From an optimization exercise on the open Yosys and OpenROAD flow, aimed at small area; shortcuts taken in it are not production practice. Only simulation tests tie the RTL to the original design; equivalence was not proved. No activity file was given, so power comes from the tool's default toggle rates.

// relaymux
module relaymux (
    input  logic        clk,
    input  logic        rst,
    input  logic        tick,
    input  logic [1:0]  btn_raw,
    input  logic        cmd_valid,
    input  logic [31:0] cmd_data,
    input  logic        cmd_last,
    input  logic        cmd_err,
    input  logic        rsp_ready,
    output logic [7:0]  relay_out,
    output logic        cmd_ready,
    output logic        rsp_valid,
    output logic [31:0] rsp_data,
    output logic        rsp_last,
    output logic        busy,
    output logic [1:0]  man_evt,
    output logic        man_evt_stb
);
clock: 10.0 ns
lec_check: 0
cap_margin: 20
core_margin: 2
core_utilization: 40
place_density: 0.6
slew_margin: 20
run.sh (not shown) runs the stock make flow with config.mk's settings and CLKGATE_MAP_FILE= SYNTH_SCRIPT=/design/flow/synth_recipe.tcl, a recipe that flattens the netlist after the stock synthesis.
The first run passed the timing, design-rule and antenna checks.
Rerun with:
==> flow/flow/run.sh (new file) <==
#!/bin/bash
# The standard synthesis, then the standard layout with: the ports
# buffered by the smallest buffer, one tie cell per constant kept as
# synthesis made it, and non-critical gates sized down after global
# routing. ORFS writes each step's log under orfs/logs; the make output of
# each part goes to its own log here.
set -euo pipefail
bash standard.sh synth > synth.log 2>&1
export BUFFER_PORTS_ARGS="-buffer_cell sky130_fd_sc_hd__buf_1"
export SKIP_REPAIR_TIE_FANOUT=1
export RECOVER_POWER=100
bash standard.sh finish > layout.log 2>&1
==> flow/standard.sh (new file) <==
#!/bin/bash
# synth_recipe.tcl (not shown) runs the flow's synth.tcl, then flattens the netlist and writes it again
# the make line also repeats each setting of config.mk as NAME=value (left out here)
make -C /OpenROAD-flow-scripts/flow DESIGN_CONFIG=/design/flow/config.mk WORK_HOME=/design/flow/orfs CLKGATE_MAP_FILE= SYNTH_SCRIPT=/design/flow/synth_recipe.tcl "${@:-finish}"
- CTS_BUF_LIST: default -> sky130_fd_sc_hd__clkbuf_16
- CTS_CLUSTER_DIAMETER: default -> 500
- CTS_CLUSTER_SIZE: default -> 80
removed: flow/run.sh
Result: The changed run completed without violations. Total power goes up by 0.35%. Wire length goes down by 1.3%. Setup slack loses 150 ps.
Rerun with:
--- a/flow/flow/run.sh
+++ b/flow/flow/run.sh
@@ -4,3 +4,4 @@
-# synthesis made it, and non-critical gates sized down after global
-# routing. ORFS writes each step's log under orfs/logs; the make output of
-# each part goes to its own log here.
+# synthesis made it, a clock tree of clkbuf_8 without dummy loads, and
+# non-critical gates sized down after global routing. ORFS writes each
+# step's log under orfs/logs; the make output of each part goes to its own
+# log here.
@@ -11,0 +13 @@
+export CTS_ARGS="-sink_clustering_enable -repair_clock_nets -buf_list sky130_fd_sc_hd__clkbuf_8 -dont_use_dummy_load"
- CTS_BUF_LIST: sky130_fd_sc_hd__clkbuf_16 -> default
- CTS_CLUSTER_DIAMETER: 500 -> default
- CTS_CLUSTER_SIZE: 80 -> default
What happened: Power drops by about 12%. Clock skew climbs by 23 ps. First-iteration DRC count drops by about 9%. Global-route usage barely changes. Design area drops by 2.4%. Cell count drops by about 0.6%. Via count barely changes. Die area does not change. Routed wire length barely changes. Fmax climbs by about 0.64%. Non-clock buffer count stays the same.


## run 1
relaymux again, from the RTL that the note above started with.
==> flow/config.mk <==
export PLATFORM = sky130hd
export DESIGN_NAME = relaymux
export DESIGN_NICKNAME = relaymux
export VERILOG_FILES = /design/flow/design.v
export SDC_FILE = /design/flow/constraint.sdc
export NUM_CORES = 4
export LEC_CHECK = 0
export CAP_MARGIN = 20
export CORE_MARGIN = 2
export CORE_UTILIZATION = 40
export CTS_BUF_LIST = sky130_fd_sc_hd__clkbuf_8
export PLACE_DENSITY = 0.6
export SLEW_MARGIN = 20
==> flow/constraint.sdc <==
create_clock -name core_clock -period 10.0 [get_ports {clk}]
set_input_delay 2.0000 -clock core_clock [delete_from_list [all_inputs] [get_ports {clk}]]
set_output_delay 2.0000 -clock core_clock [all_outputs]
set_load 0.01 [all_outputs]
standard.sh (not shown) runs the stock make flow with config.mk's settings and CLKGATE_MAP_FILE= SYNTH_SCRIPT=/design/flow/synth_recipe.tcl, a recipe that flattens the netlist after the stock synthesis.
==> flow/flow/run.sh <==
#!/bin/bash
# The standard synthesis, then the standard layout with the ports
# buffered by the smallest buffer and non-critical gates sized down after
# global routing. ORFS writes each step's log under orfs/logs; the make
# output of each part goes to its own log here.
set -euo pipefail
bash standard.sh synth > synth.log 2>&1
export BUFFER_PORTS_ARGS="-buffer_cell sky130_fd_sc_hd__buf_1"
export RECOVER_POWER=100
bash standard.sh finish > layout.log 2>&1
Here is what was changed in the inputs of run 2 compared with run 1.
# run 1
export LEC_CHECK = 0
export CAP_MARGIN = 20
export CORE_MARGIN = 2
export CORE_UTILIZATION = 40
export CTS_BUF_LIST = sky130_fd_sc_hd__clkbuf_8
export PLACE_DENSITY = 0.6
export SLEW_MARGIN = 20
create_clock -name core_clock -period 10.0 [get_ports {clk}]
# run 2
export LEC_CHECK = 0
export CAP_MARGIN = 20
export CORE_MARGIN = 2
export CORE_UTILIZATION = 40
export PLACE_DENSITY = 0.6
export SLEW_MARGIN = 20
create_clock -name core_clock -period 10.0 [get_ports {clk}]
==> flow/flow/run.sh <==
#!/bin/bash
# The standard synthesis, then the standard layout with the ports
# buffered by the smallest buffer. ORFS writes each step's log under
# orfs/logs; the make output of each part goes to its own log here.
set -euo pipefail
bash standard.sh synth > synth.log 2>&1
BUFFER_PORTS_ARGS="-buffer_cell sky130_fd_sc_hd__buf_1" bash standard.sh finish > layout.log 2>&1
Findings:
Comparing run 2 against run 1, there is no change at all in number of sinks handled by clock tree synthesis.
Run 1 → run 2: setup slack of the critical path after layout went up, number of vias after detailed routing did not really move, final core utilization went up, global-route total usage across every layer did not really move.
Changes observed in run 2 relative to run 1: routed length on met1 went down by about 0.6%, synthesized area divided by synthesized cell count about even, overall power of the completed layout up 7.7%, final design area excluding fillers shows an increase of 2.0%.
Sort run 2 and run 1 by number of buffers and inverters on the critical path asc -> top: run 2
Status: routed wire length parity (run 2, run 1)
What run 3 does differently from run 2 at the input level:
# run 2
export LEC_CHECK = 0
export CAP_MARGIN = 20
export CORE_MARGIN = 2
export CORE_UTILIZATION = 40
export PLACE_DENSITY = 0.6
export SLEW_MARGIN = 20
create_clock -name core_clock -period 10.0 [get_ports {clk}]
# run 3
export LEC_CHECK = 0
export CAP_MARGIN = 20
export CORE_MARGIN = 2
export CORE_UTILIZATION = 40
export CTS_BUF_LIST = sky130_fd_sc_hd__clkbuf_8
export CTS_CLUSTER_DIAMETER = 200
export CTS_CLUSTER_SIZE = 40
export PLACE_DENSITY = 0.6
export SLEW_MARGIN = 20
create_clock -name core_clock -period 10.0 [get_ports {clk}]
==> flow/flow/run.sh <==
#!/bin/bash
# The standard synthesis, then the standard layout with: the ports
# buffered by the smallest buffer, one tie cell per constant kept as
# synthesis made it, and non-critical gates sized down after global
# routing. ORFS writes each step's log under orfs/logs; the make output of
# each part goes to its own log here.
set -euo pipefail
bash standard.sh synth > synth.log 2>&1
export BUFFER_PORTS_ARGS="-buffer_cell sky130_fd_sc_hd__buf_1"
export SKIP_REPAIR_TIE_FANOUT=1
export RECOVER_POWER=100
bash standard.sh finish > layout.log 2>&1
### Flow results
Reported for run 2 and run 3, number of slew-limit violations in the final report turned out identical to the last digit. Run 3 vs. run 2: post-detailed-route via-to-cell ratio went up about 0.45%; power share of the combinational group rose by 2.6 points; setup slack shrank by 450 ps. Compared with run 2, run 3 shows a lower routed wire length. Against run 2, run 3 comes in 0.055 mW lower on cell-internal power. Taking run 2 as the reference, in run 3 met1 routing resource usage after global routing higher, signed area change from the synthesized netlist to the final layout lower, overall power consumption lower.

## port drivers added, routing unchanged
How much do the figures lean on ideal ports? The routed layouts below were timed once more, with nothing changed but the port constraints. Step 1, drivers: a clkbuf_16 drives clk and a buf_2 each remaining input, both assumed. Step 2 adds t to the input delays and takes it off the output delays; t is the mean of the earliest and latest rising clock arrival at the registers after step 1. Input paths then give back, and output paths get back, about the clock's delay inside the block. Three values: ideal, step 1, step 2; two values: the first two.
| run | t, ns | setup WS [ns] | clock arrival spread, ns |
|---|---|---|---|
| the first run of note 1 | 0.393 | 2.925 / 2.941 / 2.549 | 0.010 / 0.009 |
| the second run of note 1 | 0.390 | 2.777 / 2.798 / 2.408 | 0.015 / 0.014 |
| the third run of note 1 | 0.408 | 2.823 / 2.839 / 2.431 | 0.037 / 0.037 |
| run 1 | 0.416 | 2.849 / 2.860 / 2.443 | 0.016 / 0.015 |
| run 2 | 0.396 | 3.277 / 3.290 / 2.894 | 0.010 / 0.010 |
| run 3 | 0.420 | 2.825 / 2.839 / 2.419 | 0.018 / 0.018 |
After both steps setup and hold are still met in every run listed.
